This is an optimization exercise on Yosys and OpenROAD, whose aim is a short achievable clock period and few clock cycles, not a production implementation. In this exercise RTL edits were held to simulation tests only and were not proved equivalent to the original. Power figures rest on the tool's default switching activity, not on a simulated workload.

==> flow/design.v <==
module mvn_cpu (
    input  wire        clk,
    input  wire        rst,
    output reg         mem_req,
    output reg         mem_we,
    output reg  [11:0] mem_addr,
    output reg  [7:0]  mem_wdata,
    input  wire        mem_ready,
    input  wire [7:0]  mem_rdata,
    output wire        in_ready,
    input  wire        in_valid,
    input  wire [11:0] in_data,
    output wire        out_valid,
    output wire [11:0] out_data,
    output wire        halted,
    input  wire        resume,
    output wire        done,
    output wire        faulted,
    output wire [3:0]  fault_code,
    output wire [12:0] pc_o,
    output wire [11:0] ac_o
);
    localparam integer NI   = 40;    
    localparam integer ND   = 20;    
    localparam integer SBD  = 4;     
    localparam integer SBB  = 2;     
    localparam [3:0] OP_JMP = 4'h0, OP_JZ = 4'h1, OP_JN = 4'h2, OP_LV = 4'h3,
                     OP_ADD = 4'h4, OP_SUB = 4'h5, OP_MUL = 4'h6, OP_DIV = 4'h7,
                     OP_LD  = 4'h8, OP_MM  = 4'h9, OP_SC  = 4'hA, OP_RS  = 4'hB,
                     OP_HM  = 4'hC, OP_GD  = 4'hD, OP_PD  = 4'hE, OP_OS  = 4'hF;
    localparam [3:0] E_NONE = 4'd0, E_INVALID_ADDR = 4'd5, E_OUT_OF_RANGE = 4'd6,
                     E_DIV_ZERO = 4'd7, E_OVERFLOW = 4'd8, E_UNIMPL = 4'd9;
    function automatic wov(input [10:0] s0, input [10:0] s1,
                           input [10:0] r0, input [10:0] r1);
        wov = (s0 == r0) || (s0 == r1) || (s1 == r0) || (s1 == r1);
    endfunction
    function automatic [13:0] padd(input [12:0] a, input [12:0] b, input cin);
        reg [13:0] g, p, pp;
        integer t, u;
        begin
            g = {a & b, cin};
            p = {a ^ b, 1'b0};
            pp = p;
            for (t = 1; t < 14; t = t * 2)
                for (u = 13; u >= t; u = u - 1) begin
                    g[u] = g[u] | (p[u] & g[u-t]);
                    p[u] = p[u] & p[u-t];
                end
            padd = {g[13], pp[13:1] ^ g[12:0]};
        end
    endfunction
    function automatic [12:0] inc13(input [12:0] x);
        integer t;
        begin
            inc13[0] = ~x[0];
            for (t = 1; t < 13; t = t + 1) inc13[t] = x[t] ^ (&(x | ~((13'd1 << t) - 13'd1)));
        end
    endfunction
    function automatic ltu12(input [11:0] a, input [11:0] b);
        reg [13:0] r;
        begin
            r = padd({1'b0, a}, {1'b1, ~b}, 1'b1);
            ltu12 = r[12];
        end
    endfunction
    reg [12:0] pcf;
    reg        f_halt;
    reg [12:0] ras;
    reg        d_v, d_ff, d_needs;
    reg [15:0] d_ir;
    reg [12:0] d_pc, d_pc2, d_npc, d_seq;
    reg        e_v, e_ff;
    reg [11:0] e_a, e_a1;
    reg [12:0] e_pc2, e_npc, e_tgt, e_seq;
    reg        e_fold;
    reg        e_mt, e_mnt;      
    reg        e_jmp, e_jz, e_jn, e_lv, e_add, e_mul, e_div, e_ld, e_sc, e_rs,
               e_hm, e_gd, e_pd, e_os, e_st, e_st_ok, e_aend, e_odd, e_rdop;
    reg [11:0] e_d;              
    reg [11:0] e_dadd;           
    reg [11:0] e_dabs;           
    reg        e_dsgn, e_dzero, e_hibad, e_lodd;
    reg [5:0]  e_b1, e_b2, e_bn;  
    reg [11:0] ac;
    reg        ending, done_r, end_faulted;
    reg [3:0]  end_code;
    reg [12:0] end_pc;
    reg        div_act;      
    reg [2:0]  div_left;
    reg [13:0] div_d3;
    reg [11:0] div_rem;
    reg [11:0] div_quo;
    reg [11:0] div_dvs;
    reg        div_neg;
    reg        fs;           
    reg        f_for_i;      
    reg [11:0] fa;           
    reg [11:0] fa_cur;       
    reg [7:0]  fhi;
    reg        fdirty;
    reg [11:0] sb_a [0:SBD-1];
    reg [7:0]  sb_d [0:SBD-1];
    reg [SBB-1:0] sb_head, sb_tail;
    reg [SBB:0]   sb_cnt;
    wire [11:0] d_a = d_ir[11:0];
    wire [15:0] f_word_c, d_word_c;
    wire        f_hit, d_hit_w;
    wire        d_hit = d_hit_w && !d_a[0];
    wire        st_commit;
    wire [7:0]  st_b0, st_b1;
    wire        fdone;
    wire [15:0] f_word_m = {fhi, mem_rdata};
    wire        alloc = fdone && !fa[0];
    wire [12:0] fm_pc2 = {inc13({2'b00, fa[11:1]}), 1'b0};
    wire [12:0] fm_a2  = {inc13({2'b00, f_word_m[11:1]}), 1'b0};
    reg  [12:0] fm_pn;
    always @(*) begin
        case (f_word_m[15:12])
            OP_JMP, OP_HM: fm_pn = f_word_m[0] ? fm_pc2 : {1'b0, f_word_m[11:0]};
            OP_SC:         fm_pn = f_word_m[0] ? fm_pc2 : fm_a2;
            default:       fm_pn = fm_pc2;
        endcase
    end
    wire        fm_pnras = (f_word_m[15:12] == OP_RS);
    wire [3:0]  fm_op    = f_word_m[15:12];
    wire        fm_ctl   = (fm_op == OP_JMP) || (fm_op == OP_SC) || (fm_op == OP_RS) ||
                           (fm_op == OP_HM) || (fm_op == OP_OS);
    wire        fm_needs = (f_word_m[11:0] != 12'hFFF) &&
                           ((fm_op == OP_ADD) || (fm_op == OP_SUB) || (fm_op == OP_MUL) ||
                            (fm_op == OP_DIV) || (fm_op == OP_LD)  || (fm_op == OP_RS));
    wire        fm_jmpe  = (fm_op == OP_JMP) && !f_word_m[0];
    wire        fm_os    = (fm_op == OP_OS);
    wire        c_ctl, c_needs, c_jmpe, c_os;
    reg         tr_v;
    reg  [11:0] tr_tgt;
    reg  [NI-1:0] tr_m;
    wire [12:0] f_pn;
    wire        f_pnras, f_fold;
    wire [NI-1:0] f_m;
    wire        f_train;
    reg  [NI-1:0] prev_m;
    reg         prev_ok;
    mvn_icache #(.N(NI), .B(6)) icache (
        .clk(clk), .rst(rst), .addr(pcf[11:1]), .hit(f_hit), .word(f_word_c),
        .pn(f_pn), .pnras(f_pnras), .fold(f_fold), .m(f_m),
        .ctl(c_ctl), .needs(c_needs), .jmpe(c_jmpe), .os(c_os),
        .alloc_ctl(fm_ctl), .alloc_needs(fm_needs), .alloc_jmpe(fm_jmpe), .alloc_os(fm_os),
        .alloc(alloc && f_for_i), .alloc_tag(fa[11:1]), .alloc_word(f_word_m),
        .alloc_pn(fm_pn), .alloc_pnras(fm_pnras),
        .st(st_commit), .st_a0(e_a), .st_a1(e_a1),
        .train(tr_v), .train_m(tr_m), .train_tgt(tr_tgt));
    mvn_wcache #(.N(ND), .B(5)) dcache (
        .clk(clk), .rst(rst), .addr(d_a[11:1]), .hit(d_hit_w), .word(d_word_c),
        .alloc(alloc && !f_for_i), .alloc_tag(fa[11:1]), .alloc_word(f_word_m),
        .st(st_commit), .st_a0(e_a), .st_a1(e_a1), .st_b0(st_b0), .st_b1(st_b1));
    wire e_real = e_v && !e_ff && !ending;
    wire sb_room = (sb_cnt <= SBD - 2);
    wire sb_ne   = (sb_cnt != 0);
    reg [11:0] mp_r [0:6];
    integer q;
    always @(*) begin
        for (q = 0; q < 6; q = q + 1) begin
            mp_r[q] = ((e_b1[q] ? ac : 12'd0) | (e_b2[q] ? {ac[10:0], 1'b0} : 12'd0)) ^ {12{e_bn[q]}};
            mp_r[q] = mp_r[q] << (2 * q);
        end
        mp_r[6] = {1'b0, e_bn[5], 1'b0, e_bn[4], 1'b0, e_bn[3],
                   1'b0, e_bn[2], 1'b0, e_bn[1], 1'b0, e_bn[0]};
    end
    wire [11:0] cs_as = mp_r[0] ^ mp_r[1] ^ mp_r[2];
    wire [11:0] cs_ac = ((mp_r[0] & mp_r[1]) | (mp_r[0] & mp_r[2]) | (mp_r[1] & mp_r[2])) << 1;
    wire [11:0] cs_bs = mp_r[3] ^ mp_r[4] ^ mp_r[5];
    wire [11:0] cs_bc = ((mp_r[3] & mp_r[4]) | (mp_r[3] & mp_r[5]) | (mp_r[4] & mp_r[5])) << 1;
    wire [11:0] cs_cs = cs_as ^ cs_ac ^ cs_bs;
    wire [11:0] cs_cc = ((cs_as & cs_ac) | (cs_as & cs_bs) | (cs_ac & cs_bs)) << 1;
    wire [11:0] cs_ds = cs_bc ^ mp_r[6] ^ cs_cs;
    wire [11:0] cs_dc = ((cs_bc & mp_r[6]) | (cs_bc & cs_cs) | (mp_r[6] & cs_cs)) << 1;
    wire [11:0] cs_es = cs_ds ^ cs_dc ^ cs_cc;
    wire [11:0] cs_ec = ((cs_ds & cs_dc) | (cs_ds & cs_cc) | (cs_dc & cs_cc)) << 1;
    wire [13:0] mul_sum = padd({1'b0, cs_es}, {1'b0, cs_ec}, 1'b0);
    wire [11:0] mul_res = mul_sum[11:0];
    wire [13:0] add_sum = padd({1'b0, ac}, {1'b0, e_dadd}, 1'b0);
    wire [11:0] add_res = add_sum[11:0];
    wire [13:0] dv_sh = {div_rem, div_quo[11:10]};
    wire [14:0] dv_s1 = padd({1'b0, dv_sh}, ~{2'b00, div_dvs}, 1'b1);
    wire [14:0] dv_s2 = padd({1'b0, dv_sh}, ~{1'b0, div_dvs, 1'b0}, 1'b1);
    wire [14:0] dv_s3 = padd({1'b0, dv_sh}, ~{1'b0, div_d3}, 1'b1);
    reg  [11:0] dv_rem_n;
    reg  [1:0]  dv_qd;
    always @(*) begin
        if (dv_s3[13])      begin dv_qd = 2'd3; dv_rem_n = dv_s3[11:0]; end
        else if (dv_s2[13]) begin dv_qd = 2'd2; dv_rem_n = dv_s2[11:0]; end
        else if (dv_s1[13]) begin dv_qd = 2'd1; dv_rem_n = dv_s1[11:0]; end
        else                begin dv_qd = 2'd0; dv_rem_n = dv_sh[11:0]; end
    end
    wire [11:0] dv_quo_n = {div_quo[9:0], dv_qd};
    wire div_last = (div_left == 3'd0);
    wire [12:0] div_qn  = inc13({1'b0, ~dv_quo_n});
    wire [11:0] div_res = div_neg ? div_qn[11:0] : dv_quo_n;
    wire [12:0] ac_neg = inc13({1'b0, ~ac});
    wire [11:0] dv_x = ac[11] ? ac_neg[11:0] : ac;
    wire        dv_lt0 = ltu12(dv_x, e_dabs);
    wire        dv_q1  = !dv_lt0 && ltu12(dv_x >> 1, e_dabs);    
    wire [13:0] dv_y3  = padd({1'b0, e_dabs}, {e_dabs, 1'b0}, 1'b0);
    reg  [11:0] dv_rem0, dv_quo0;
    reg  [2:0]  dv_left0;
    integer m;
    always @(*) begin
        dv_rem0  = 12'd0;
        dv_quo0  = dv_x;
        dv_left0 = 3'd5;
        for (m = 10; m > 0; m = m - 2) begin
            if (ltu12(dv_x >> m, e_dabs)) begin
                dv_rem0  = dv_x >> m;
                dv_quo0  = dv_x << (12 - m);
                dv_left0 = m / 2 - 1;
            end
        end
    end
    wire ac_zero = (ac == 12'd0);
    wire jtaken  = e_jmp || (e_jz && ac_zero) || (e_jn && ac[11]);
    wire taken   = jtaken || e_sc || e_rs || e_hm;
    reg        e_fault;
    reg [3:0]  e_fcode;
    reg        e_term;
    always @(*) begin
        e_fault = 1'b0;
        e_fcode = E_NONE;
        e_term  = 1'b0;
        if (e_v && !ending && !div_act) begin
            if (e_ff || (e_aend && (e_rdop || e_st))) begin
                e_fault = 1'b1; e_fcode = E_OUT_OF_RANGE;
            end else if (e_div && e_dzero) begin
                e_fault = 1'b1; e_fcode = E_DIV_ZERO;
            end else if (e_rs && e_hibad) begin
                e_fault = 1'b1; e_fcode = E_OVERFLOW;
            end else if (e_os) begin
                if (e_a != 12'd0) begin e_fault = 1'b1; e_fcode = E_UNIMPL; end
                else e_term = 1'b1;
            end else if ((jtaken && e_odd) || (e_sc && e_odd) || (e_rs && e_lodd) ||
                         (e_hm && resume && e_odd)) begin
                e_fault = 1'b1; e_fcode = E_INVALID_ADDR;
            end
        end
    end
    wire e_busy   = div_act || (e_st && !sb_room) || (e_hm && !resume) || (e_gd && !in_valid);
    wire e_end    = e_fault || e_term;
    wire e_done   = e_real && !e_busy;           
    wire e_commit = e_done && !e_end;
    wire e_free   = !e_v || !e_busy || ending;
    wire [12:0] e_tgt_a = e_rs ? {1'b0, e_d} : e_tgt;
    wire        st_self = st_commit && e_fold &&
                          wov(e_a[11:1], e_a1[11:1], e_pc2[11:1], e_pc2[11:1]);
    wire [12:0] e_anpc  = taken ? e_tgt_a : st_self ? e_pc2 : e_seq;
    wire        e_mt_a  = e_rs ? (e_npc == {1'b0, e_d}) : e_mt;
    assign st_commit = e_real && !div_act && e_st_ok && sb_room;
    assign st_b0 = e_sc ? {3'b000, e_pc2[12:8]} : {{4{ac[11]}}, ac[11:8]};
    assign st_b1 = e_sc ? e_pc2[7:0] : ac[7:0];
    wire   st_pend = e_v && !e_ff && e_st;       
    wire smc = st_commit && (wov(e_a[11:1], e_a1[11:1], d_pc[11:1], d_pc2[11:1]) ||
                             wov(e_a[11:1], e_a1[11:1], pcf[11:1], pcf2[11:1]) || st_self);
    wire mispredict = taken ? !e_mt_a : !e_mnt;
    wire flush = e_done && (mispredict || smc);
    wire [3:0] d_op  = d_ir[15:12];
    wire       d_haz = st_pend && (wov(e_a[11:1], e_a1[11:1], d_a[11:1], d_a[11:1]) || d_a[0]);
    wire acc    = mem_req && mem_ready;
    wire wr_now = acc && sb_ne;
    wire rd_lo  = acc && !sb_ne && fs;
    wire fdirty_now = fdirty ||
                      (st_commit && wov(e_a[11:1], e_a1[11:1], fa[11:1], fa_cur[11:1]));
    assign fdone = rd_lo && !fdirty_now;
    wire d_fill  = fdone && (fa == d_a);
    wire d_ready = !d_needs || (!d_haz && (d_hit || d_fill));
    wire [15:0] d_word = d_hit ? d_word_c : f_word_m;
    wire d_go    = d_v && d_ready && e_free && !flush && !ending;
    wire d_free  = !d_v || d_go;
    wire [11:0] dd     = d_word[11:0];
    wire [12:0] dd_negw = inc13({1'b0, ~dd});
    wire [11:0] dd_neg = dd_negw[11:0];
    wire [12:0] dd_b   = {dd, 1'b0};
    reg  [5:0]  db1, db2, dbn;
    integer b;
    always @(*) begin
        for (b = 0; b < 6; b = b + 1) begin
            db1[b] = dd_b[2*b] ^ dd_b[2*b+1];
            db2[b] = (dd_b[2*b+2] && !dd_b[2*b+1] && !dd_b[2*b]) ||
                     (!dd_b[2*b+2] && dd_b[2*b+1] && dd_b[2*b]);
            dbn[b] = dd_b[2*b+2];
        end
    end
    wire [12:0] d_a2 = {inc13({2'b00, d_a[11:1]}), 1'b0};
    wire [12:0] d_tt = (d_op == OP_SC) ? d_a2 : {1'b0, d_a};
    wire        f_fill = fdone && (fa == pcf[11:0]);
    wire [15:0] f_word = f_hit ? f_word_c : f_word_m;
    wire [3:0]  f_op   = f_word[15:12];
    wire [11:0] f_a    = f_word[11:0];
    wire [12:0] pcf2   = {inc13({1'b0, pcf[12:1]}), 1'b0};
    wire [12:0] f_pred = f_hit ? (f_pnras ? ras : f_pn) : (fm_pnras ? ras : fm_pn);
    wire        f_ctl  = f_hit ? c_ctl : fm_ctl;
    wire [12:0] f_seq  = (f_hit && !c_ctl) ? f_pn : pcf2;
    assign f_train = f_adv && f_hit && prev_ok && !alloc && c_jmpe;
    wire f_ff    = pcf[12];
    wire f_ok    = !f_halt && (f_hit || f_ff || f_fill);
    wire f_adv   = f_ok && d_free && !flush && !ending;
    wire f_needs = !f_ff && (f_hit ? c_needs : fm_needs);
    wire d_want = d_v && d_needs;
    wire f_miss = !f_halt && !f_ff && !f_hit;
    wire [11:0] f_req  = d_want ? d_a : pcf[11:0];
    wire f_start = !fs && acc && !sb_ne && !flush && !ending &&
                   (d_want ? (!d_hit && !d_haz) : f_miss);
    always @(*) begin
        mem_req   = sb_ne || !ending;
        mem_we    = sb_ne;
        mem_addr  = sb_ne ? sb_a[sb_head] : fs ? fa_cur : f_req;
        mem_wdata = sb_d[sb_head];
    end
    assign in_ready   = e_real && !div_act && e_gd;
    assign out_valid  = e_real && !div_act && e_pd;
    assign out_data   = ac;
    assign halted     = e_real && !div_act && e_hm;
    assign done       = done_r;
    assign faulted    = end_faulted;
    assign fault_code = end_code;
    assign pc_o       = end_pc;
    assign ac_o       = ac;
    always @(posedge clk) begin
        if (rst) begin
            pcf         <= 13'd0;
            f_halt      <= 1'b0;
            ras         <= 13'd0;
            prev_ok     <= 1'b0;
            tr_v        <= 1'b0;
            d_v         <= 1'b0;
            e_v         <= 1'b0;
            ac          <= 12'd0;
            ending      <= 1'b0;
            done_r      <= 1'b0;
            end_faulted <= 1'b0;
            end_code    <= E_NONE;
            end_pc      <= 13'd0;
            div_act     <= 1'b0;
            fs          <= 1'b0;
            sb_head     <= {SBB{1'b0}};
            sb_tail     <= {SBB{1'b0}};
            sb_cnt      <= {(SBB+1){1'b0}};
        end else begin
            if (flush || alloc) prev_ok <= 1'b0;
            else if (f_adv) prev_ok <= f_hit && !c_ctl && !f_fold && !f_ff;
            tr_v   <= f_train;
            tr_tgt <= f_word_c[11:0];
            tr_m   <= prev_m;
            if (f_adv) prev_m <= f_m;
            if (flush) begin
                pcf    <= e_anpc;
                f_halt <= 1'b0;
            end else if (f_adv) begin
                pcf <= f_pred;
                if (f_ff || (f_hit ? c_os : fm_os)) f_halt <= 1'b1;
            end
            if (d_free) begin
                d_ff    <= f_ff;
                d_needs <= f_needs;
                d_ir    <= f_word;
                d_pc    <= pcf;
                d_pc2   <= pcf2;
                d_npc   <= f_pred;
                d_seq   <= f_seq;
            end
            if (d_v && d_op == OP_SC) ras <= d_pc2;
            if (flush || ending) d_v <= 1'b0;
            else if (d_free)     d_v <= f_adv;
            if (e_free) begin
                e_v     <= d_go;
                e_ff    <= d_ff;
                e_a     <= d_a;
                e_a1    <= d_a + 12'd1;
                e_pc2   <= d_pc2;
                e_npc   <= d_npc;
                e_tgt   <= d_tt;
                e_mt    <= (d_npc == d_tt);
                e_mnt   <= (d_npc == d_seq);
                e_seq   <= d_seq;
                e_fold  <= (d_seq != d_pc2);
                e_jmp   <= (d_op == OP_JMP);
                e_jz    <= (d_op == OP_JZ);
                e_jn    <= (d_op == OP_JN);
                e_lv    <= (d_op == OP_LV);
                e_add   <= (d_op == OP_ADD) || (d_op == OP_SUB);
                e_mul   <= (d_op == OP_MUL);
                e_div   <= (d_op == OP_DIV);
                e_ld    <= (d_op == OP_LD);
                e_sc    <= (d_op == OP_SC);
                e_rs    <= (d_op == OP_RS);
                e_hm    <= (d_op == OP_HM);
                e_gd    <= (d_op == OP_GD);
                e_pd    <= (d_op == OP_PD);
                e_os    <= (d_op == OP_OS);
                e_st    <= (d_op == OP_MM) || (d_op == OP_SC);
                e_st_ok <= ((d_op == OP_MM) || (d_op == OP_SC && !d_a[0])) && (d_a != 12'hFFF);
                e_rdop  <= (d_op == OP_ADD) || (d_op == OP_SUB) || (d_op == OP_MUL) ||
                           (d_op == OP_DIV) || (d_op == OP_LD)  || (d_op == OP_RS);
                e_aend  <= (d_a == 12'hFFF);
                e_odd   <= d_a[0];
                e_d     <= dd;
                e_dadd  <= (d_op == OP_SUB) ? dd_neg : dd;
                e_dabs  <= dd[11] ? dd_neg : dd;
                e_dsgn  <= dd[11];
                e_dzero <= (dd == 12'd0);
                e_hibad <= (d_word[15:12] != 4'd0);
                e_lodd  <= d_word[0];
                e_b1    <= db1;
                e_b2    <= db2;
                e_bn    <= dbn;
            end
            if (e_commit) begin
                if (e_lv)  ac <= e_a;
                if (e_add) ac <= add_res;
                if (e_mul) ac <= mul_res;
                if (e_ld)  ac <= e_d;
                if (e_gd)  ac <= in_data;
                if (e_div && dv_lt0) ac <= 12'd0;
                if (e_div && dv_q1)  ac <= (ac[11] ^ e_dsgn) ? 12'hFFF : 12'h001;
            end
            if (div_act && div_last) ac <= div_res;
            if (!div_act) begin
                div_left <= dv_left0;
                div_rem  <= dv_rem0;
                div_quo  <= dv_quo0;
                div_dvs  <= e_dabs;
                div_d3   <= dv_y3[13:0];
                div_neg  <= ac[11] ^ e_dsgn;
                if (e_commit && e_div && !dv_lt0 && !dv_q1) div_act <= 1'b1;
            end else begin
                div_left <= div_left - 3'd1;
                div_rem  <= dv_rem_n;
                div_quo  <= dv_quo_n;
                if (div_last) div_act <= 1'b0;
            end
            if (e_end) begin
                ending      <= 1'b1;
                end_faulted <= e_fault;
                end_code    <= e_fcode;
                end_pc      <= e_ff ? 13'h1000 : e_pc2;
            end
            if ((ending || e_end) && !sb_ne) done_r <= 1'b1;
            if (st_commit) begin
                sb_a[sb_tail]        <= e_a;
                sb_d[sb_tail]        <= st_b0;
                sb_a[sb_tail + 1'b1] <= e_a1;
                sb_d[sb_tail + 1'b1] <= st_b1;
                sb_tail              <= sb_tail + 2'd2;
            end
            if (wr_now) sb_head <= sb_head + 1'b1;
            sb_cnt <= sb_cnt + (st_commit ? 2'd2 : 2'd0) - (wr_now ? 1'b1 : 1'b0);
            if (st_commit && wov(e_a[11:1], e_a1[11:1], fa[11:1], fa_cur[11:1])) fdirty <= 1'b1;
            if (flush || ending) begin
                fs <= 1'b0;
            end else if (!fs) begin
                if (f_start) begin
                    fs      <= 1'b1;
                    f_for_i <= !d_want;
                    fa      <= f_req;
                    fa_cur  <= f_req + 12'd1;
                    fhi     <= mem_rdata;
                    fdirty  <= st_commit && (wov(e_a[11:1], e_a1[11:1], f_req[11:1], f_req[11:1]) || f_req[0]);
                end
            end else if (rd_lo) begin
                fs <= 1'b0;
            end
        end
    end
endmodule
module mvn_wcache #(parameter integer N = 32, parameter integer B = 5) (
    input  wire        clk,
    input  wire        rst,
    input  wire [10:0] addr,
    output reg         hit,
    output reg  [15:0] word,
    input  wire        alloc,
    input  wire [10:0] alloc_tag,
    input  wire [15:0] alloc_word,
    input  wire        st,
    input  wire [11:0] st_a0,
    input  wire [11:0] st_a1,
    input  wire [7:0]  st_b0,
    input  wire [7:0]  st_b1
);
    reg [10:0] tag [0:N-1];
    reg [15:0] dat [0:N-1];
    reg [N-1:0] val;
    reg [B-1:0] ptr;
    reg [N-1:0] m;
    integer i;
    always @(*) begin
        word = 16'd0;
        for (i = 0; i < N; i = i + 1) begin
            m[i] = val[i] && (tag[i] == addr);
            word = word | (m[i] ? dat[i] : 16'd0);
        end
        hit = |m;
    end
    integer j;
    always @(posedge clk) begin
        if (rst) begin
            val <= {N{1'b0}};
            ptr <= 0;
        end else begin
            for (j = 0; j < N; j = j + 1) begin
                if (alloc && ptr == j) begin
                    tag[j] <= alloc_tag;
                    dat[j] <= alloc_word;
                    val[j] <= 1'b1;
                end else if (st) begin
                    if (tag[j] == st_a0[11:1]) begin
                        if (st_a0[0]) dat[j][7:0]  <= st_b0;
                        else          dat[j][15:8] <= st_b0;
                    end
                    if (tag[j] == st_a1[11:1]) begin
                        if (st_a1[0]) dat[j][7:0]  <= st_b1;
                        else          dat[j][15:8] <= st_b1;
                    end
                end
            end
            if (alloc) ptr <= (ptr == N - 1) ? 0 : ptr + 1'b1;
        end
    end
endmodule
module mvn_icache #(parameter integer N = 32, parameter integer B = 5) (
    input  wire         clk,
    input  wire         rst,
    input  wire [10:0]  addr,
    output reg          hit,
    output reg  [15:0]  word,
    output reg  [12:0]  pn,
    output reg          pnras,
    output reg          fold,
    output reg  [N-1:0] m,
    output reg          ctl,
    output reg          needs,
    output reg          jmpe,
    output reg          os,
    input  wire         alloc_ctl,
    input  wire         alloc_needs,
    input  wire         alloc_jmpe,
    input  wire         alloc_os,
    input  wire         alloc,
    input  wire [10:0]  alloc_tag,
    input  wire [15:0]  alloc_word,
    input  wire [12:0]  alloc_pn,
    input  wire         alloc_pnras,
    input  wire         st,
    input  wire [11:0]  st_a0,
    input  wire [11:0]  st_a1,
    input  wire         train,
    input  wire [N-1:0] train_m,
    input  wire [11:0]  train_tgt
);
    reg [10:0] tag [0:N-1];
    reg [15:0] dat [0:N-1];
    reg [12:0] pnr [0:N-1];
    reg [N-1:0] val, ras_f, fld, ctl_f, needs_f, jmpe_f, os_f;
    reg [B-1:0] ptr;
    integer i;
    always @(*) begin
        word  = 16'd0;
        pn    = 13'd0;
        pnras = 1'b0;
        fold  = 1'b0;
        ctl   = 1'b0;
        needs = 1'b0;
        jmpe  = 1'b0;
        os    = 1'b0;
        for (i = 0; i < N; i = i + 1) begin
            m[i]  = val[i] && (tag[i] == addr);
            word  = word  | (m[i] ? dat[i] : 16'd0);
            pn    = pn    | (m[i] ? pnr[i] : 13'd0);
            pnras = pnras | (m[i] && ras_f[i]);
            fold  = fold  | (m[i] && fld[i]);
            ctl   = ctl   | (m[i] && ctl_f[i]);
            needs = needs | (m[i] && needs_f[i]);
            jmpe  = jmpe  | (m[i] && jmpe_f[i]);
            os    = os    | (m[i] && os_f[i]);
        end
        hit = |m;
    end
    reg [N-1:0] sth;
    integer k;
    always @(*) begin
        for (k = 0; k < N; k = k + 1)
            sth[k] = st && ((tag[k] == st_a0[11:1]) || (tag[k] == st_a1[11:1]));
    end
    wire evict = alloc && val[ptr];
    wire clr   = (|(sth & val)) || evict;
    integer j;
    always @(posedge clk) begin
        if (rst) begin
            val <= {N{1'b0}};
            fld <= {N{1'b0}};
            ptr <= 0;
        end else begin
            for (j = 0; j < N; j = j + 1) begin
                if (alloc && ptr == j) begin
                    tag[j]   <= alloc_tag;
                    dat[j]   <= alloc_word;
                    pnr[j]   <= alloc_pn;
                    ras_f[j] <= alloc_pnras;
                    ctl_f[j]   <= alloc_ctl;
                    needs_f[j] <= alloc_needs;
                    jmpe_f[j]  <= alloc_jmpe;
                    os_f[j]    <= alloc_os;
                    val[j]   <= 1'b1;
                    fld[j]   <= 1'b0;
                end else begin
                    if (sth[j]) val[j] <= 1'b0;
                    if (clr) begin
                        if (fld[j]) begin
                            fld[j] <= 1'b0;
                            pnr[j] <= {tag[j] + 11'd1, 1'b0} | {(tag[j] == 11'h7FF), 12'd0};
                        end
                    end else if (train && train_m[j]) begin
                        fld[j] <= 1'b1;
                        pnr[j] <= {1'b0, train_tgt};
                    end
                end
            end
            if (alloc) ptr <= (ptr == N - 1) ? 0 : ptr + 1'b1;
        end
    end
endmodule
==> flow/run.sh <==
#!/bin/bash
# synth_recipe.tcl (not shown) runs the flow's synth.tcl, then flattens the netlist and writes it again
# the make line also repeats each setting of config.mk as NAME=value (left out here)
make -C /OpenROAD-flow-scripts/flow DESIGN_CONFIG=/design/flow/config.mk WORK_HOME=/design/flow/orfs CLKGATE_MAP_FILE= SYNTH_SCRIPT=/design/flow/synth_recipe.tcl finish
==> flow/config.mk <==
export PLATFORM = sky130hd
export DESIGN_NAME = mvn_cpu
export DESIGN_NICKNAME = mvn_cpu
export VERILOG_FILES = /design/flow/design.v
export SDC_FILE = /design/flow/constraint.sdc
export NUM_CORES = 4
export LEC_CHECK = 0
export ABC_CLOCK_PERIOD_IN_PS = 3000
export CAP_MARGIN = 35
export CORE_MARGIN = 2
export CORE_UTILIZATION = 20
export PLACE_DENSITY = 0.4
export SETUP_SLACK_MARGIN = 3.0
export SLEW_MARGIN = 35
==> flow/constraint.sdc <==
create_clock -name core_clock -period 7.0 [get_ports {clk}]
set_input_delay 1.4000 -clock core_clock [delete_from_list [all_inputs] [get_ports {clk}]]
set_output_delay 1.4000 -clock core_clock [all_outputs]
set_load 0.01 [all_outputs]
==> summary.txt, run 1 <==
total I/O pin count 93; Worst-Skew Late Latency 1180 ps; cell family with most CP delay buffers and inverters; Critical Path Max Stage Delay 660 ps; routability cong. 1.01; synth warn 9; slowest CP cell o211ai_1; largest net degree at the start of global routing around 130; CTS tree done; PD cells 200 mW/mm²; Fmax 206 MHz; Worst Path Arrival between 5000 and 6000 ps; Hold Path End tr_m[23]; Via density 5.43; worst r2r dst icache.pnr[36][3]; Seq. cell area 0.0879 mm²; Total Routing Usage GR 0.247; Reg2Reg Setup Slack 2150 ps; FP Rows around 330; Die Height 915 µm; die area 0.836 mm²; Yosys cell types 90; CP bufs+invs 9; Syn Nets 15200; hold slack 301 ps; status timing/DRC/antenna clean; initial antenna violation count between 100 and 150; First-pass DRT Iterations 8; min-delay src prev_m[23]; Layout area overhead 41.5%; Initial Util 0.201; minimum clock period 4850 ps; Max Cap Viol 0; multi-input logic area 0.0816 mm²; Synth Flop Type edfxtp_1; startpoint types flip-flop; Layout Skew between 150 and 200 ps; final core occ 0.284; most frequent cells in the layout edfxtp_1, xnor2_1, buf_4, xor2_1, nor2_1; CP Data Required Time 7760 ps; async set or reset register ratio after synthesis 0; Worst Path Max Fanout 23; # fillers between 80000 and 90000; WL/cell around 40 µm; CP endpoint kind flip-flop; Yosys reg bits 2986; Remaining DRCs 0; commonest non-fill, non-tap cell in the layout edfxtp_1; Clock Sinks 2986; number of CTS-inserted buffers 346; Fin. Hold Viols 0; worst r2r src e_a[1]; Buffers on Ports between 90 and 100; total number of vias ~150k; clk root buf clkbuf_16; RSZ-0062 raised after global routing true; fin. max-slew vios 0; slew of the pin with the lowest slew margin 1430 ps; Overflow after GRT 0; hold crit path type flip-flop to flip-flop; initial detailed-routing violation count approximately 25000; Static Leak just under 80 nW; Max transition margin 0.0394; core footprint 0.827 mm²; Worst VDD drop 0.217 mV; Worst-path clk slew 70 ps; setup tns final 0 ps; critical path class flip-flop to flip-flop; Hold Path Stages 0; first-pass GRT wire length 1390000 µm; die width 915 µm; H-tree levels 5; R2R depth 19; Avg Cell Area, Syn 11.1 µm²; Seq/Total Area, Yosys 0.530; layout cell share with drive strength beyond 1 0.286; EDFF count, synth 2804; vias in the first global route 134000; Syn Std Cell Area roughly 0.17 mm²; NumNets Final 16800; # setup viols final 0; crit path cell chain buf_4, buf_16, xnor2_1, nand4_1, nor3_1, o211ai_1, o2111ai_4, nor4_4, buf_4, and4_4, buf_12, buf_12, buf_6, buf_6, nand2b_4, buf_12, buf_16, o211ai_1, o21ai_1; Critical Path Most Common Cell buf_12; DP HPWL 651000 µm; Longest Clk Path Bufs 4; Gate Count Post-Synth 14900; Tcrit/Tclk final 0.692; Total Wirelength between 1000000 and 1500000 µm; DRT antenna net count 0
worst max-delay path by stage:
stage               startpoint                end  slack [ps]  cells past startpoint
floorplan              e_bn[0]             ac[10]        2240                     19
global placement     mem_ready  icache.tag[36][6]         450                      9
detailed placement   mem_ready  icache.tag[1][10]         810                     10
CTS                    e_b1[0]             ac[10]        2460                     16
global route            e_a[6]  icache.pnr[36][3]        2240                     21
finish                  e_a[1]  icache.pnr[36][3]        2150                     19
layer usage:
metal,up-vias,routed length [µm],track usage
met5,-,541,0.000679
met4,42,101000,0.174
met3,3240,128000,0.0662
met2,11500,473000,0.371
met1,78000,417000,0.308
li1,58700,-,-
what timing repair did:
item                       4_1_cts  5_1_grt
gates cloned                   270      130
pin swaps                      415      431
gates resized for setup       2319     1594
setup endpoints to repair     3586     3089
hold buffers                     0        0
buffers inserted               895      458
cell usage after synthesis (229+ instances only):
cell type  instances  area (µm²)
a21oi_1          852        4260
a22oi_1          498        3740
and3_1           286        1790
clkbuf_1         939        3520
edfxtp_1        2804       84200
ha_1             229        2870
inv_1            279        1050
nand2_1          646        2420
nand3_1          291        1460
nand4_1          510        3190
nor2_1           946        3550
nor3_1           428        2140
o211ai_1         428        3210
o21ai_0          638        3190
xnor2_1         2045       17900
xor2_1           733        6420
state kept, by name, summed over array words and instances, names as in the netlist, 16 cells and up, named ones only:
register / flops
icache.val: 40
sb_d: 28
icache.os_f: 40
prev_m: 40
icache.pnr: 520
icache.jmpe_f: 40
dcache.val: 20
dcache.tag: 220
tr_m: 40
icache.tag: 440
d_ir: 16
icache.needs_f: 40
dcache.dat: 320
icache.fld: 40
sb_a: 48
icache.ctl_f: 40
icache.ras_f: 40
icache.dat: 640
kinds of logic after synthesis:
group | count (synthesis) | synth area share
multiplexers | 380 | 0.0270
AND/OR/NAND/NOR | 3626 | 0.109
buffers and inverters | 1713 | 0.0419
XOR/XNOR | 2780 | 0.147
flip-flops | 2986 | 0.530
adder cells (fa/ha/maj) | 249 | 0.0197
other | 1 | 0.0000226
AO/OA/AOI/OAI | 3177 | 0.125
worst reg2reg max path, delay by kind of cell (launching register included):
kind / cells / cell delay, ps
AO/OA/AOI/OAI: 4 / 1170
AND/OR/NAND/NOR: 5 / 1040
flip-flops: 1 / 450
buffers and inverters: 9 / 1530
XOR/XNOR: 1 / 380
final cells by class:
type	instances	share of cell area
Tap cell	10900	0.0582
Clock inverter	209	0.0106
Sequential cell	2986	0.375
Clock buffer	422	0.0392
Antenna cell	116	0.00124
Inverter	284	0.00494
Timing Repair inverter	1	0.0000853
Multi-Input combinational cell	10200	0.348
Timing Repair Buffer	2718	0.163
stage by stage:
step,power [mW],setup slack [ps],instance area (µm²),instances
2_1_floorplan,23.0,2240,166000,14900
5_1_grt,47.6,2240,234000,27800
3_3_place_gp,25.9,450,184000,25300
6_report,46.9,2150,235000,27900
3_5_place_dp,25.9,814,185000,25400
4_1_cts,46.4,2460,221000,27200
power by group:
group / leakage (nW) / switching (mW) / total, mW / internal [mW]
logic: 46.7 / 4.76 / 7.06 / 2.30
registers: 27.1 / 0.250 / 20.1 / 19.9
clock network: 5.69 / 8.65 / 19.7 / 11.0
total: 79.5 / 13.7 / 46.9 / 33.2
Testbench counts, summed over its fixed seeds: cycles 22,753.
==> run 2: changes to the inputs <==
--- a/flow/design.v
+++ b/flow/design.v
@@ -74,4 +74,5 @@
     reg [12:0] e_pc2, e_npc, e_tgt, e_seq;
     reg        e_fold;
+    reg        e_sqok;       
     reg        e_mt, e_mnt;      
     reg        e_jmp, e_jz, e_jn, e_lv, e_add, e_mul, e_div, e_ld, e_sc, e_rs,
@@ -131,5 +132,5 @@
     wire        fm_jmpe  = (fm_op == OP_JMP) && !f_word_m[0];
     wire        fm_os    = (fm_op == OP_OS);
-    wire        c_ctl, c_needs, c_jmpe, c_os;
+    wire        c_ctl, c_needs, c_jmpe, c_os, c_clr;
     reg         tr_v;
     reg  [11:0] tr_tgt;
@@ -144,5 +145,5 @@
         .clk(clk), .rst(rst), .addr(pcf[11:1]), .hit(f_hit), .word(f_word_c),
         .pn(f_pn), .pnras(f_pnras), .fold(f_fold), .m(f_m),
-        .ctl(c_ctl), .needs(c_needs), .jmpe(c_jmpe), .os(c_os),
+        .ctl(c_ctl), .needs(c_needs), .jmpe(c_jmpe), .os(c_os), .clr_pend(c_clr),
         .alloc_ctl(fm_ctl), .alloc_needs(fm_needs), .alloc_jmpe(fm_jmpe), .alloc_os(fm_os),
         .alloc(alloc && f_for_i), .alloc_tag(fa[11:1]), .alloc_word(f_word_m),
@@ -157,13 +158,15 @@
     wire sb_room = (sb_cnt <= SBD - 2);
     wire sb_ne   = (sb_cnt != 0);
-    reg [11:0] mp_r [0:6];
+    reg [11:0] mp_r [0:5];
+    reg [1:0]  mp_t5;
     integer q;
     always @(*) begin
-        for (q = 0; q < 6; q = q + 1) begin
+        for (q = 0; q < 5; q = q + 1) begin
             mp_r[q] = ((e_b1[q] ? ac : 12'd0) | (e_b2[q] ? {ac[10:0], 1'b0} : 12'd0)) ^ {12{e_bn[q]}};
             mp_r[q] = mp_r[q] << (2 * q);
+            if (q > 0) mp_r[q] = mp_r[q] | ({11'd0, e_bn[q-1]} << (2 * q - 2));
         end
-        mp_r[6] = {1'b0, e_bn[5], 1'b0, e_bn[4], 1'b0, e_bn[3],
-                   1'b0, e_bn[2], 1'b0, e_bn[1], 1'b0, e_bn[0]};
+        mp_t5 = (((e_b1[5] ? ac[1:0] : 2'd0) | (e_b2[5] ? {ac[0], 1'b0} : 2'd0)) ^ {2{e_bn[5]}}) + {1'b0, e_bn[5]};
+        mp_r[5] = {mp_t5, 10'd0} | ({11'd0, e_bn[4]} << 8);
     end
     wire [11:0] cs_as = mp_r[0] ^ mp_r[1] ^ mp_r[2];
@@ -173,9 +176,7 @@
     wire [11:0] cs_cs = cs_as ^ cs_ac ^ cs_bs;
     wire [11:0] cs_cc = ((cs_as & cs_ac) | (cs_as & cs_bs) | (cs_ac & cs_bs)) << 1;
-    wire [11:0] cs_ds = cs_bc ^ mp_r[6] ^ cs_cs;
-    wire [11:0] cs_dc = ((cs_bc & mp_r[6]) | (cs_bc & cs_cs) | (mp_r[6] & cs_cs)) << 1;
-    wire [11:0] cs_es = cs_ds ^ cs_dc ^ cs_cc;
-    wire [11:0] cs_ec = ((cs_ds & cs_dc) | (cs_ds & cs_cc) | (cs_dc & cs_cc)) << 1;
-    wire [13:0] mul_sum = padd({1'b0, cs_es}, {1'b0, cs_ec}, 1'b0);
+    wire [11:0] cs_ds = cs_cs ^ cs_cc ^ cs_bc;
+    wire [11:0] cs_dc = ((cs_cs & cs_cc) | (cs_cs & cs_bc) | (cs_cc & cs_bc)) << 1;
+    wire [13:0] mul_sum = padd({1'b0, cs_ds}, {1'b0, cs_dc}, 1'b0);
     wire [11:0] mul_res = mul_sum[11:0];
     wire [13:0] add_sum = padd({1'b0, ac}, {1'b0, e_dadd}, 1'b0);
@@ -260,5 +261,6 @@
                              wov(e_a[11:1], e_a1[11:1], pcf[11:1], pcf2[11:1]) || st_self);
     wire mispredict = taken ? !e_mt_a : !e_mnt;
-    wire flush = e_done && (mispredict || smc);
+    wire kill  = e_done && e_sqok && jtaken;
+    wire flush = e_done && (mispredict || smc) && !kill;
     wire [3:0] d_op  = d_ir[15:12];
     wire       d_haz = st_pend && (wov(e_a[11:1], e_a1[11:1], d_a[11:1], d_a[11:1]) || d_a[0]);
@@ -272,6 +274,6 @@
     wire d_ready = !d_needs || (!d_haz && (d_hit || d_fill));
     wire [15:0] d_word = d_hit ? d_word_c : f_word_m;
-    wire d_go    = d_v && d_ready && e_free && !flush && !ending;
-    wire d_free  = !d_v || d_go;
+    wire d_go    = d_v && d_ready && e_free && !flush && !kill && !ending;
+    wire d_free  = !d_v || d_go || kill;
     wire [11:0] dd     = d_word[11:0];
     wire [12:0] dd_negw = inc13({1'b0, ~dd});
@@ -300,5 +302,5 @@
     assign f_train = f_adv && f_hit && prev_ok && !alloc && c_jmpe;
     wire f_ff    = pcf[12];
-    wire f_ok    = !f_halt && (f_hit || f_ff || f_fill);
+    wire f_ok    = !f_halt && !c_clr && (f_hit || f_ff || f_fill);
     wire f_adv   = f_ok && d_free && !flush && !ending;
     wire f_needs = !f_ff && (f_hit ? c_needs : fm_needs);
@@ -379,4 +381,7 @@
                 e_mt    <= (d_npc == d_tt);
                 e_mnt   <= (d_npc == d_seq);
+                e_sqok  <= d_go && f_adv && ((d_op == OP_JZ) || (d_op == OP_JN)) &&
+                           (d_npc == d_pc2) && ({1'b0, d_a} == pcf2) && !pcf[12] &&
+                           f_hit && !c_ctl && !f_fold;
                 e_seq   <= d_seq;
                 e_fold  <= (d_seq != d_pc2);
@@ -539,4 +544,5 @@
     output reg          jmpe,
     output reg          os,
+    output wire         clr_pend,
     input  wire         alloc_ctl,
     input  wire         alloc_needs,
@@ -590,5 +596,6 @@
     end
     wire evict = alloc && val[ptr];
-    wire clr   = (|(sth & val)) || evict;
+    reg  clr;
+    assign clr_pend = clr;
     integer j;
     always @(posedge clk) begin
@@ -596,4 +603,5 @@
             val <= {N{1'b0}};
             fld <= {N{1'b0}};
+            clr <= 1'b0;
             ptr <= 0;
         end else begin
@@ -624,4 +632,5 @@
             end
             if (alloc) ptr <= (ptr == N - 1) ? 0 : ptr + 1'b1;
+            clr <= (|(sth & val)) || evict;
         end
     end
==> run 2 against run 1 <==
  * Register-to-register slack improved by 470 ps
  * Fmax increased by 11%
  * Final cell count decreased by 2.0%
  * Sequential share of layout area increased by 4.6 points
  * Synthesized cell count increased by 3.2%
  * Setup slack improved by 470 ps
  * Highest routed layer unchanged
  * Wire length decreased by 10%
  * Power decreased by 1.6%
  * Critical path depth increased by 1
  * Largest power group unchanged
==> summary.txt, run 2 <==
Largest register FFs 640 (unchanged); setup tns final 0 ps (unchanged); synth warn 9 (unchanged); Hold Path Stages 0 (unchanged); Total Wirelength 1010000 µm (-10%); initial detailed-routing violation count 22700 (-7.9%); status timing/DRC/antenna clean; Die Height 918 µm (+0.40%); Layout area overhead 25.1%; startpoint types flip-flop; Reg2Reg Setup Slack 2620 ps (+470 ps); Initial Util 0.201 (about the same); Fmax 229 MHz (+11%); PD cells 221 mW/mm² (+11%); initial antenna violation count 100 (-26%); Overflow after GRT 0 (unchanged); DP HPWL 653000 µm (+0.32%); biggest regs icache.dat: 640 flops, icache.pnr: 520 flops, icache.tag: 440 flops; worst r2r dst prev_ok; EDFF count, synth 2805 (+0.036%); Worst Path Max Fanout 16 (-30%); fin. max-slew vios 0 (unchanged); die area 0.843 mm² (+0.80%); vias in the first global route 130000 (-2.7%); Yosys reg bits 2988 (+0.067%); commonest non-fill, non-tap cell in the layout edfxtp_1; CP endpoint kind flip-flop; Worst VDD drop 0.196 mV (-9.4%); Max transition margin 0.256 (+0.217); worst r2r src pcf[7]; CTS Hold Bufs 0 (unchanged); # fillers 88000 (+4.1%); multi-input logic area 0.0772 mm² (-5.5%); clk root buf clkbuf_16; Static Leak 71.0 nW (-11%); Gate Count Post-Synth 15400 (+3.2%); NumNets Final 16100 (-4.3%); Fin. Hold Viols 0 (unchanged); hold crit path type flip-flop to flip-flop; Clock Sinks 2988 (+0.067%); Via density 5.24 (-3.6%); Max Cap Viol 0 (unchanged); die width 918 µm (+0.40%); Avg Cell Area, Syn 10.9 µm² (-2.3%); FP Rows 335 (+0.30%); top post-synthesis cells by area edfxtp_1, xnor2_1, xor2_1, a21oi_1, a22oi_1; R2R depth 20 (+1); Remaining DRCs 0 (unchanged); number of CTS-inserted buffers 366 (+5.8%); DRT antenna net count 0 (unchanged); Area after DPL 0.185 mm² (+0.26%); layout cell share with drive strength beyond 1 0.185 (-0.101); First-pass DRT Iterations 8 (unchanged); Yosys top cell by area edfxtp_1; WL/cell 36.8 µm (-8.3%); total number of vias 143000 (-5.5%); Synth top area share 0.504 (-0.00385); most frequent cells in the layout edfxtp_1, xnor2_1, xor2_1, a21oi_1, buf_4; critical path class flip-flop to flip-flop; largest net degree at the start of global routing 158 (+21%); CP Data Required Time 7920 ps (+160 ps); Worst Path Arrival 5300 ps (-300 ps); Syn Std Cell Area 0.167 mm² (+0.80%); Worst-path clk slew 60 ps (about the same); # setup viols final 0 (unchanged); total I/O pin count 93 (unchanged); Seq/Total Area, Yosys 0.526 (-0.00390); async set or reset register ratio after synthesis 0 (unchanged); Synth Flop Type edfxtp_1; Seq. cell area 0.0880 mm² (about the same); Longest Clk Path Bufs 4 (unchanged); fin area 0.209 mm² (-11%); most flop-heavy register icache.dat; first-pass GRT wire length 1300000 µm (-6.3%); Buffers on Ports 91 (unchanged); slew of the pin with the lowest slew margin 1120 ps (-314 ps); Syn Nets 15700 (+3.1%); Total Routing Usage GR 0.226 (-0.0217); core footprint 0.832 mm² (+0.71%); RSZ-0062 raised after global routing true; Commonest cells post-synth edfxtp_1, xnor2_1, xor2_1, a21oi_1, clkbuf_1; origin of the worst setup path pcf[7]; Layout Skew 120 ps (-39.4 ps); H-tree levels 5 (unchanged); count leader, synth edfxtp_1; Worst-Skew Late Latency 1100 ps (-80 ps); CTS tree done; minimum clock period 4380 ps (-469 ps); Tcrit/Tclk final 0.625 (-0.0671); Worst setup endpoint prev_ok; Yosys cell types 108 (+20%); routability cong. 1.04 (+2.7%)
## run 2: routing by layer
| layer | wire length, µm | track usage | share of wire | up-vias |
|---|---|---|---|---|
| met5 | 84 | 0 | 0.000083 | - |
| met4 | 61700 | 0.107 | 0.061 | 14 |
| met3 | 106000 | 0.0478 | 0.11 | 1973 |
| met2 | 418000 | 0.332 | 0.42 | 9622 |
| met1 | 420000 | 0.314 | 0.42 | 74100 |
| li1 | - | - | - | 57400 |
## run 2: area by class of cell
class,count,share of cell area
inverters,233,0.00445
repair buffers,1557,0.0822
well taps,11100,0.0666
diodes,52,0.000623
multi-input cells,10700,0.369
flip-flops and latches,2988,0.421
clock buffers,454,0.0463
clock inverters,218,0.00976
## run 2: where the power goes
group	total (mW)	switching, mW	internal (mW)
Sequential	20.1	0.276	19.9
Clock	19.5	8.63	10.9
Combinational	6.47	4.54	1.94
Total	46.1	13.4	32.7
## run 2: worst min-delay path by stage
stage / startpoint / endpoint / slack [ps]
2_1_floorplan: d_ff / e_ff / 400
3_3_place_gp: prev_m[28] / tr_m[28] / 400
3_5_place_dp: prev_m[18] / tr_m[18] / 400
4_1_cts: prev_m[3] / tr_m[3] / 410
5_1_grt: prev_m[19] / tr_m[19] / 420
6_report: prev_m[17] / tr_m[17] / 420
## run 2: kinds of logic (layout without fill, tap and decap cells)
kind of cell / after synthesis / after routing / synth area share
XOR/XNOR: 2802 / 2802 / 0.147
other: 1 / 53 / 0.0000224
AO/OA/AOI/OAI: 3395 / 3396 / 0.126
adder cells (fa/ha/maj): 242 / 242 / 0.0190
AND/OR/NAND/NOR: 4038 / 4041 / 0.122
buffers and inverters: 1713 / 2462 / 0.0444
flip-flops: 2988 / 2988 / 0.526
multiplexers: 213 / 213 / 0.0159
## run 2: repair_timing
action / in CTS / in global routing
buffers inserted: 390 / 165
setup endpoints to repair: 3466 / 1771
endpoints found under the hold margin: 0 / 0
gates resized for setup: 867 / 344
pin swaps: 200 / 195
cloned: 53 / 16
## run 2: stage by stage
stage | setup WS (ps) | instances | hold slack [ps] | util | power (mW)
6_report | 2620 | 27300 | 415 | 0.251 | 46.1
2_1_floorplan | 2140 | 15400 | 400 | - | 22.9
4_1_cts | 2610 | 27100 | 413 | 0.247 | 45.9
3_5_place_dp | 1140 | 26000 | 405 | 0.222 | 25.9
3_3_place_gp | 1080 | 25900 | 401 | 0.222 | 25.8
5_1_grt | 2530 | 27300 | 422 | 0.251 | 47.0
## run 2: critical path, stage by stage (launching register included)
cell and delay [ps]:
dfxtp_4 350, buf_12 120, buf_12 120, buf_12 140, buf_12 190, xnor2_1 130
nand4_1 140, nor3_4 60, buf_4 230, nor4_4 340, nand4_4 270, or4_4 620
buf_12 190, o31ai_4 310, nor4_4 70, buf_12 150, buf_16 140, buf_12 140
buf_6 120, nand2b_4 130, a211oi_2 210
Testbench counts of run 2, summed over its fixed seeds: cycles 22,548.
==> run 3: changes to the inputs <==
--- a/flow/design.v
+++ b/flow/design.v
@@ -79,6 +79,5 @@
                e_hm, e_gd, e_pd, e_os, e_st, e_st_ok, e_aend, e_odd, e_rdop;
     reg [11:0] e_d;              
-    reg [11:0] e_dadd;           
-    reg [11:0] e_dabs;           
+    reg        e_sub;            
     reg        e_dsgn, e_dzero, e_hibad, e_lodd;
     reg [5:0]  e_b1, e_b2, e_bn;  
@@ -112,5 +111,9 @@
     wire        fdone;
     wire [15:0] f_word_m = {fhi, mem_rdata};
-    wire        alloc = fdone && !fa[0];
+    reg         pa_v, pa_i, pa_pnras, pa_ctl, pa_needs, pa_jmpe, pa_os;
+    reg  [10:0] pa_tag;
+    reg  [15:0] pa_word;
+    reg  [12:0] pa_pn;
+    wire        alloc = pa_v && !(st_commit && wov(e_a[11:1], e_a1[11:1], pa_tag, pa_tag));
     wire [12:0] fm_pc2 = {inc13({2'b00, fa[11:1]}), 1'b0};
     wire [12:0] fm_a2  = {inc13({2'b00, f_word_m[11:1]}), 1'b0};
@@ -146,12 +149,12 @@
         .pn(f_pn), .pnras(f_pnras), .fold(f_fold), .m(f_m),
         .ctl(c_ctl), .needs(c_needs), .jmpe(c_jmpe), .os(c_os), .clr_pend(c_clr),
-        .alloc_ctl(fm_ctl), .alloc_needs(fm_needs), .alloc_jmpe(fm_jmpe), .alloc_os(fm_os),
-        .alloc(alloc && f_for_i), .alloc_tag(fa[11:1]), .alloc_word(f_word_m),
-        .alloc_pn(fm_pn), .alloc_pnras(fm_pnras),
+        .alloc_ctl(pa_ctl), .alloc_needs(pa_needs), .alloc_jmpe(pa_jmpe), .alloc_os(pa_os),
+        .alloc(alloc && pa_i), .alloc_tag(pa_tag), .alloc_word(pa_word),
+        .alloc_pn(pa_pn), .alloc_pnras(pa_pnras),
         .st(st_commit), .st_a0(e_a), .st_a1(e_a1),
         .train(tr_v), .train_m(tr_m), .train_tgt(tr_tgt));
     mvn_wcache #(.N(ND), .B(5)) dcache (
         .clk(clk), .rst(rst), .addr(d_a[11:1]), .hit(d_hit_w), .word(d_word_c),
-        .alloc(alloc && !f_for_i), .alloc_tag(fa[11:1]), .alloc_word(f_word_m),
+        .alloc(alloc && !pa_i), .alloc_tag(pa_tag), .alloc_word(pa_word),
         .st(st_commit), .st_a0(e_a), .st_a1(e_a1), .st_b0(st_b0), .st_b1(st_b1));
     wire e_real = e_v && !e_ff && !ending;
@@ -180,5 +183,5 @@
     wire [13:0] mul_sum = padd({1'b0, cs_ds}, {1'b0, cs_dc}, 1'b0);
     wire [11:0] mul_res = mul_sum[11:0];
-    wire [13:0] add_sum = padd({1'b0, ac}, {1'b0, e_dadd}, 1'b0);
+    wire [13:0] add_sum = padd({1'b0, ac}, {1'b0, e_d ^ {12{e_sub}}}, e_sub);
     wire [11:0] add_res = add_sum[11:0];
     wire [13:0] dv_sh = {div_rem, div_quo[11:10]};
@@ -200,4 +203,6 @@
     wire [12:0] ac_neg = inc13({1'b0, ~ac});
     wire [11:0] dv_x = ac[11] ? ac_neg[11:0] : ac;
+    wire [12:0] d_negw = inc13({1'b0, ~e_d});
+    wire [11:0] e_dabs = e_dsgn ? d_negw[11:0] : e_d;      
     wire        dv_lt0 = ltu12(dv_x, e_dabs);
     wire        dv_q1  = !dv_lt0 && ltu12(dv_x >> 1, e_dabs);    
@@ -277,6 +282,4 @@
     wire d_free  = !d_v || d_go || kill;
     wire [11:0] dd     = d_word[11:0];
-    wire [12:0] dd_negw = inc13({1'b0, ~dd});
-    wire [11:0] dd_neg = dd_negw[11:0];
     wire [12:0] dd_b   = {dd, 1'b0};
     reg  [5:0]  db1, db2, dbn;
@@ -342,4 +345,5 @@
             div_act     <= 1'b0;
             fs          <= 1'b0;
+            pa_v        <= 1'b0;
             sb_head     <= {SBB{1'b0}};
             sb_tail     <= {SBB{1'b0}};
@@ -407,6 +411,5 @@
                 e_odd   <= d_a[0];
                 e_d     <= dd;
-                e_dadd  <= (d_op == OP_SUB) ? dd_neg : dd;
-                e_dabs  <= dd[11] ? dd_neg : dd;
+                e_sub   <= (d_op == OP_SUB);
                 e_dsgn  <= dd[11];
                 e_dzero <= (dd == 12'd0);
@@ -457,19 +460,26 @@
             if (wr_now) sb_head <= sb_head + 1'b1;
             sb_cnt <= sb_cnt + (st_commit ? 2'd2 : 2'd0) - (wr_now ? 1'b1 : 1'b0);
-            if (st_commit && wov(e_a[11:1], e_a1[11:1], fa[11:1], fa_cur[11:1])) fdirty <= 1'b1;
-            if (flush || ending) begin
-                fs <= 1'b0;
-            end else if (!fs) begin
-                if (f_start) begin
-                    fs      <= 1'b1;
-                    f_for_i <= !d_want;
-                    fa      <= f_req;
-                    fa_cur  <= f_req + 12'd1;
-                    fhi     <= mem_rdata;
-                    fdirty  <= st_commit && (wov(e_a[11:1], e_a1[11:1], f_req[11:1], f_req[11:1]) || f_req[0]);
-                end
-            end else if (rd_lo) begin
-                fs <= 1'b0;
+            if (!fs) begin
+                f_for_i <= !d_want;
+                fa      <= f_req;
+                fa_cur  <= f_req + 12'd1;
+                fhi     <= mem_rdata;
+                fdirty  <= st_commit && (wov(e_a[11:1], e_a1[11:1], f_req[11:1], f_req[11:1]) || f_req[0]);
+            end else if (st_commit && wov(e_a[11:1], e_a1[11:1], fa[11:1], fa_cur[11:1])) begin
+                fdirty  <= 1'b1;
             end
+            if (flush || ending) fs <= 1'b0;
+            else if (!fs)        fs <= f_start;
+            else if (rd_lo)      fs <= 1'b0;
+            pa_v     <= fdone && !fa[0];
+            pa_i     <= f_for_i;
+            pa_tag   <= fa[11:1];
+            pa_word  <= f_word_m;
+            pa_pn    <= fm_pn;
+            pa_pnras <= fm_pnras;
+            pa_ctl   <= fm_ctl;
+            pa_needs <= fm_needs;
+            pa_jmpe  <= fm_jmpe;
+            pa_os    <= fm_os;
         end
     end
==> run 3 against run 2 <==
  * Clock skew grew 2.8 ps
  * Sequential power is essentially flat
  * Critical path depth shrank 4
  * Area after synthesis grew 0.30%
  * Still clean on timing, DRC and antenna
  * Clock power is essentially flat
==> summary.txt, run 3 <==
initial detailed-routing violation count 20300 (-10%); Worst-path clk slew 60 ps (about the same); fin. max-slew vios 0 (unchanged); Largest register FFs 640 (unchanged); CP Data Required Time 7950 ps (+30 ps); CTS Hold Bufs 0 (unchanged); Total Routing Usage GR 0.214 (-0.0117); CP endpoint kind flip-flop; Tcrit/Tclk final 0.615 (-0.00982); # fillers 87700 (-0.31%); largest net degree at the start of global routing 127 (-20%); Avg Cell Area, Syn 11.5 µm² (+5.4%); most frequent cells in the layout edfxtp_1, xnor2_1, xor2_1, buf_4, a21oi_1; FP Rows 336 (+0.30%); hold slack 366 ps (-48.8 ps); Synth Flop Type edfxtp_1; Die Height 920 µm (+0.15%); layout cell share with drive strength beyond 1 0.193 (+0.00818); startpoint types flip-flop; EDFF count, synth 2829 (+0.86%); Initial Util 0.200 (-0.000309); slew of the pin with the lowest slew margin 1100 ps (-18.9 ps); async set or reset register ratio after synthesis 0 (unchanged); top post-synthesis cells by area edfxtp_1, xnor2_1, xor2_1, a21oi_1, dfxtp_1; Clock Sinks 3013 (+0.84%); synth warn 9 (unchanged); die area 0.846 mm² (+0.30%); Fin. Hold Viols 0 (unchanged); Total Wirelength 957000 µm (-4.9%); H-tree levels 5 (unchanged); routability cong. 1.03 (-0.75%); Yosys reg bits 3013 (+0.84%); commonest non-fill, non-tap cell in the layout edfxtp_1; Yosys top cell by area edfxtp_1; vias in the first global route 125000 (-3.7%); First-pass DRT Iterations 9 (+1); number of CTS-inserted buffers 352 (-3.8%); core footprint 0.836 mm² (+0.45%); Worst Path Arrival 5260 ps (-40 ps); die width 920 µm (+0.15%); DRT antenna net count 0 (unchanged); Syn Nets 14900 (-4.8%); total number of vias 136000 (-5.2%); # setup viols final 0 (unchanged); status timing/DRC/antenna clean; Max transition margin 0.261 (+0.00487); first-pass GRT wire length 1240000 µm (-4.6%); Commonest cells post-synth edfxtp_1, xnor2_1, xor2_1, clkbuf_1, a21oi_1; clk root buf clkbuf_16; Worst-Skew Late Latency 1070 ps (-30 ps); most flop-heavy register icache.dat; hold crit path type flip-flop to flip-flop; Overflow after GRT 0 (unchanged); RSZ-0062 raised after global routing true; Yosys cell types 103 (-4.6%); Gate Count Post-Synth 14600 (-4.9%); Seq/Total Area, Yosys 0.529 (+0.00287); Worst VDD drop 0.232 mV (+18%); Fmax 232 MHz (+1.6%); Syn Std Cell Area 0.168 mm² (+0.30%); initial antenna violation count 92 (-8.0%); WL/cell 36.2 µm (-1.8%); Static Leak 70.7 nW (-0.40%); biggest regs icache.dat: 640 flops, icache.pnr: 520 flops, icache.tag: 440 flops; NumNets Final 15200 (-5.4%); total I/O pin count 93 (unchanged); Buffers on Ports 91 (unchanged); CTS tree done; setup tns final 0 ps (unchanged); Remaining DRCs 0 (unchanged); Synth top area share 0.507 (+0.00281); critical path class flip-flop to flip-flop; PD cells 217 mW/mm² (-1.8%); Worst Path Max Fanout 5 (-11); Via density 5.13 (-2.0%); Longest Clk Path Bufs 4 (unchanged); Layout area overhead 23.5%; Layout Skew 123 ps (+2.77 ps); minimum clock period 4310 ps (-68.8 ps); Max Cap Viol 0 (unchanged); count leader, synth edfxtp_1; DP HPWL 613000 µm (-6.1%)
## run 3: cell count changes after synthesis, moves of 67 or more
cell / change
xnor2_1: +67
a21oi_1: -531
nor2_1: -192
a22o_1: +110
a21o_1: +361
a22oi_1: -199
a221oi_1: +109
mux2_2: +202
a211oi_1: +304
mux2i_1: +93
buf_1: +72
o21ai_0: -369
nand2_1: -348
buf_2: -93
## run 3: timing repair
action / CTS / global route
setup buffers: 386 / 174
pin swaps: 158 / 216
endpoints found under the setup margin: 3013 / 662
gates resized for setup: 700 / 390
gates cloned: 35 / 13
## run 3: cells by family (layout without fill, tap and decap cells)
kind of cell             after synthesis  in the layout  synth area share
AND/OR/NAND/NOR                     3225           3229            0.0986
AO/OA/AOI/OAI                       3130           3132             0.128
flip-flops                          3013           3013             0.529
XOR/XNOR                            2843           2843             0.149
buffers and inverters               1684           2294            0.0419
multiplexers                         504            504            0.0346
adder cells (fa/ha/maj)              241            241            0.0188
other                                  1             37         0.0000224
## run 3: power breakdown
group,internal [mW],switching [mW],total (mW)
Sequential,20.0,0.335,20.3
Clock,10.7,8.45,19.2
Combinational,1.74,3.64,5.38
Total,32.4,12.4,44.9
## run 3: area by class of cell
| cell class | instances | area [µm²] | area share |
|---|---|---|---|
| timing repair inverter | 1 | 7.51 | 0.0000363 |
| clock inverter | 175 | 1900 | 0.00920 |
| sequential | 3013 | 88700 | 0.429 |
| multi-input combinational | 9950 | 77000 | 0.372 |
| timing repair buffer | 1401 | 14700 | 0.0712 |
| inverter | 248 | 993 | 0.00480 |
| tap | 11200 | 14000 | 0.0674 |
| clock buffer | 469 | 9570 | 0.0462 |
| antenna | 36 | 90.1 | 0.000435 |
## run 3: path summary, 6_finish.rpt
kind,from,to,slack [ps],depth (start not counted)
setup / recovery,e_b1[1],ac[11],2690,16
hold / removal,prev_m[38],tr_m[38],370,0
setup reg to reg,e_b1[1],ac[11],2690,16
hold reg to reg,prev_m[38],tr_m[38],370,0
## run 3: metal layers
metal,vias up,share of wire,global-route usage,routed length (µm)
met4,28,0.061,0.105,58400
met2,8229,0.44,0.331,418000
met1,70600,0.41,0.284,388000
li1,54900,-,-,-
met5,-,0.00018,0,177
met3,1968,0.096,0.0450,91400
## run 3: worst max-delay path, cell delays in order (launching register included)
cell and delay [ps]:
edfxtp_1 530, a22oi_2 290, xor2_2 200, fa_1 450, fa_1 540, inv_2 40
fa_1 580, ha_4 220, inv_4 60, o21bai_4 60, a21oi_2 170, o21ai_1 90
xnor2_1 260, o22ai_1 150, o31ai_1 250, a21oi_1 110, nor4_1 220
## run 3: stage by stage
step	power (mW)	instance area, µm²	cells	setup slack, ps	util
floorplan	23.0	168000	14600	2070	-
global route	45.8	207000	26400	2560	0.247
CTS	44.9	203000	26200	2570	0.243
detailed placement	25.3	184000	25200	1280	0.221
finish	44.9	207000	26400	2690	0.248
global placement	25.3	184000	25100	1070	0.220
Testbench counts of run 3, summed over its fixed seeds: cycles 22,549.
==> run 4: changes to the inputs <==
--- a/flow/config.mk
+++ b/flow/config.mk
@@ -9,6 +9,6 @@
 export CAP_MARGIN = 35
 export CORE_MARGIN = 2
-export CORE_UTILIZATION = 20
-export PLACE_DENSITY = 0.4
+export CORE_UTILIZATION = 30
+export PLACE_DENSITY = 0.55
 export SETUP_SLACK_MARGIN = 3.0
 export SLEW_MARGIN = 35
==> run 4 against run 3 <==
  * Combinational power fell by 5.6%
  * Core utilization is 11 points higher
  * Sequential share of layout area grew 1.8 points
  * Critical path depth is the same
  * Area after synthesis unchanged
  * Largest power group unchanged
  * Clock power about the same
  * Sequential cell count is the same
  * Largest cell class unchanged
  * Clock skew is 6.7 ps higher
  * Die area fell by 33%
==> summary.txt, run 4 <==
most flop-heavy register icache.dat; Overflow after GRT 0 (unchanged); crit path cell chain buf_4, a22oi_1, xnor2_1, fa_1, fa_1, inv_1, fa_1, inv_1, ha_1, nand2_1, o21ai_1, xnor2_1, o22ai_2, o31ai_2, a21oi_1, nor4_1; Max Cap Viol 0 (unchanged); largest net degree at the start of global routing 191 (+50%); Critical Path Most Common Cell fa_1; Synth top area share 0.507 (unchanged); Hold Path Stages 0 (unchanged); EDFF count, synth 2829 (unchanged); slowest CP cell edfxtp_1; Syn Nets 14900 (unchanged); total I/O pin count 93 (unchanged); Layout Skew 129 ps (+6.65 ps); minimum clock period 4280 ps (-30.5 ps); WL/cell 37.9 µm (+4.8%); Yosys cell types 103 (unchanged); core footprint 0.557 mm² (-33%); Gate Count Post-Synth 14600 (unchanged); Longest Clk Path Bufs 4 (unchanged); CP bufs+invs 3 (+1); total number of vias 137000 (+0.61%); Clock Sinks 3013 (unchanged); Fin. Hold Viols 0 (unchanged); DP HPWL 540000 µm (-12%); count leader, synth edfxtp_1; synth warn 9 (unchanged); most frequent cells in the layout edfxtp_1, xnor2_1, xor2_1, buf_4, a21oi_1; slew of the pin with the lowest slew margin 1040 ps (-59.8 ps); Total Routing Usage GR 0.286 (+0.0721); H-tree levels 5 (unchanged); FP Rows 274 (-18%); NumNets Final 15000 (-1.6%); Commonest cells post-synth edfxtp_1, xnor2_1, xor2_1, clkbuf_1, a21oi_1; R2R depth 16 (unchanged); Worst-path clk slew 60 ps (about the same); Worst-Skew Late Latency 1070 ps (about the same); cell family with most CP delay adder cells; Yosys top cell by area edfxtp_1; First-pass DRT Iterations 8 (-1); Critical Path Max Stage Delay 540 ps (-40 ps); M1 GR Usage 0.373 (+0.0890); # fillers 54500 (-38%); Worst Path Arrival 5210 ps (-50 ps); Static Leak 69.0 nW (-2.4%); fin. max-slew vios 0 (unchanged); number of CTS-inserted buffers 329 (-6.5%); hold crit path type flip-flop to flip-flop; initial antenna violation count 70 (-24%); critical path class flip-flop to flip-flop; Avg Cell Area, Syn 11.5 µm² (unchanged); vias in the first global route 124000 (-0.89%); Via density 6.07 (+18%); stages on the worst setup path 16 (unchanged); Max transition margin 0.303 (+0.0423); origin of the worst setup path e_b1[2]; CP Data Required Time 7930 ps (-20 ps); async set or reset register ratio after synthesis 0 (unchanged); met3 usage 0.0717 (+0.0266); # setup viols final 0 (unchanged); min-delay src prev_m[32]; RSZ-0062 raised after global routing true; status timing/DRC/antenna clean; CP endpoint kind flip-flop; multi-input logic area 0.0760 mm² (-1.3%); PD cells 223 mW/mm² (+2.8%); Synth Flop Type edfxtp_1; Remaining DRCs 0 (unchanged); routability cong. 1.09 (+5.6%); GR peak layer met2; Worst Path Max Fanout 7 (+2); met2 Track Usage GR 0.424 (+0.0929)
## run 4: repair_timing
item / 4_1_cts / 5_1_grt
endpoints found under the setup margin: 2572 / 342
pin swaps: 77 / 129
gates resized for setup: 486 / 325
hold buffers: 0 / 0
buffers inserted: 220 / 166
cloned: 22 / 20
## run 4: final cells by class
class / instances / area share
multi-input cells: 9949 / 0.383
well taps: 7452 / 0.0469
inverters: 248 / 0.00488
clock buffers: 398 / 0.0438
clock inverters: 207 / 0.0130
flip-flops and latches: 3013 / 0.447
repair buffers: 1176 / 0.0611
diodes: 48 / 0.000605
## run 4: metal layers
metal	wire, µm	up-vias
met4	68600	28
met3	107000	2510
met2	358000	10700
li1	-	54400
met5	169	-
met1	319000	68900
## run 4: metrics by stage
step | instance area [µm²] | setup slack (ps) | hold WS [ps] | cells
after global placement | 178000 | 1450 | 401 | 21400
after detailed placement | 179000 | 1700 | 405 | 21400
after floorplan | 168000 | 2070 | 400 | 14600
after global routing | 198000 | 2550 | 404 | 22400
final | 199000 | 2720 | 403 | 22500
after CTS | 195000 | 2750 | 401 | 22300
## run 4: cell families after synthesis
kind of cell,count (synthesis),synth area share
mux,504,0.0346
buf+inv,1684,0.0419
xor+xnor,2843,0.149
simple gates,3225,0.0986
flops,3013,0.529
fa+ha+maj,241,0.0188
other cells,1,0.0000224
compound gates,3130,0.128
## run 4: report_power, final
group / total [mW] / switching (mW) / leakage, nW / internal [mW]
clock network: 18.9 / 8.28 / 5.48 / 10.6
logic: 5.08 / 3.44 / 36.1 / 1.65
registers: 20.3 / 0.330 / 27.4 / 20.0
total: 44.3 / 12.0 / 69.0 / 32.2
## run 4: final timing paths
check,end,slack (ps)
setup / recovery,ac[11],2720
hold / removal,tr_m[32],400
setup reg to reg,ac[11],2720
hold reg to reg,tr_m[32],400
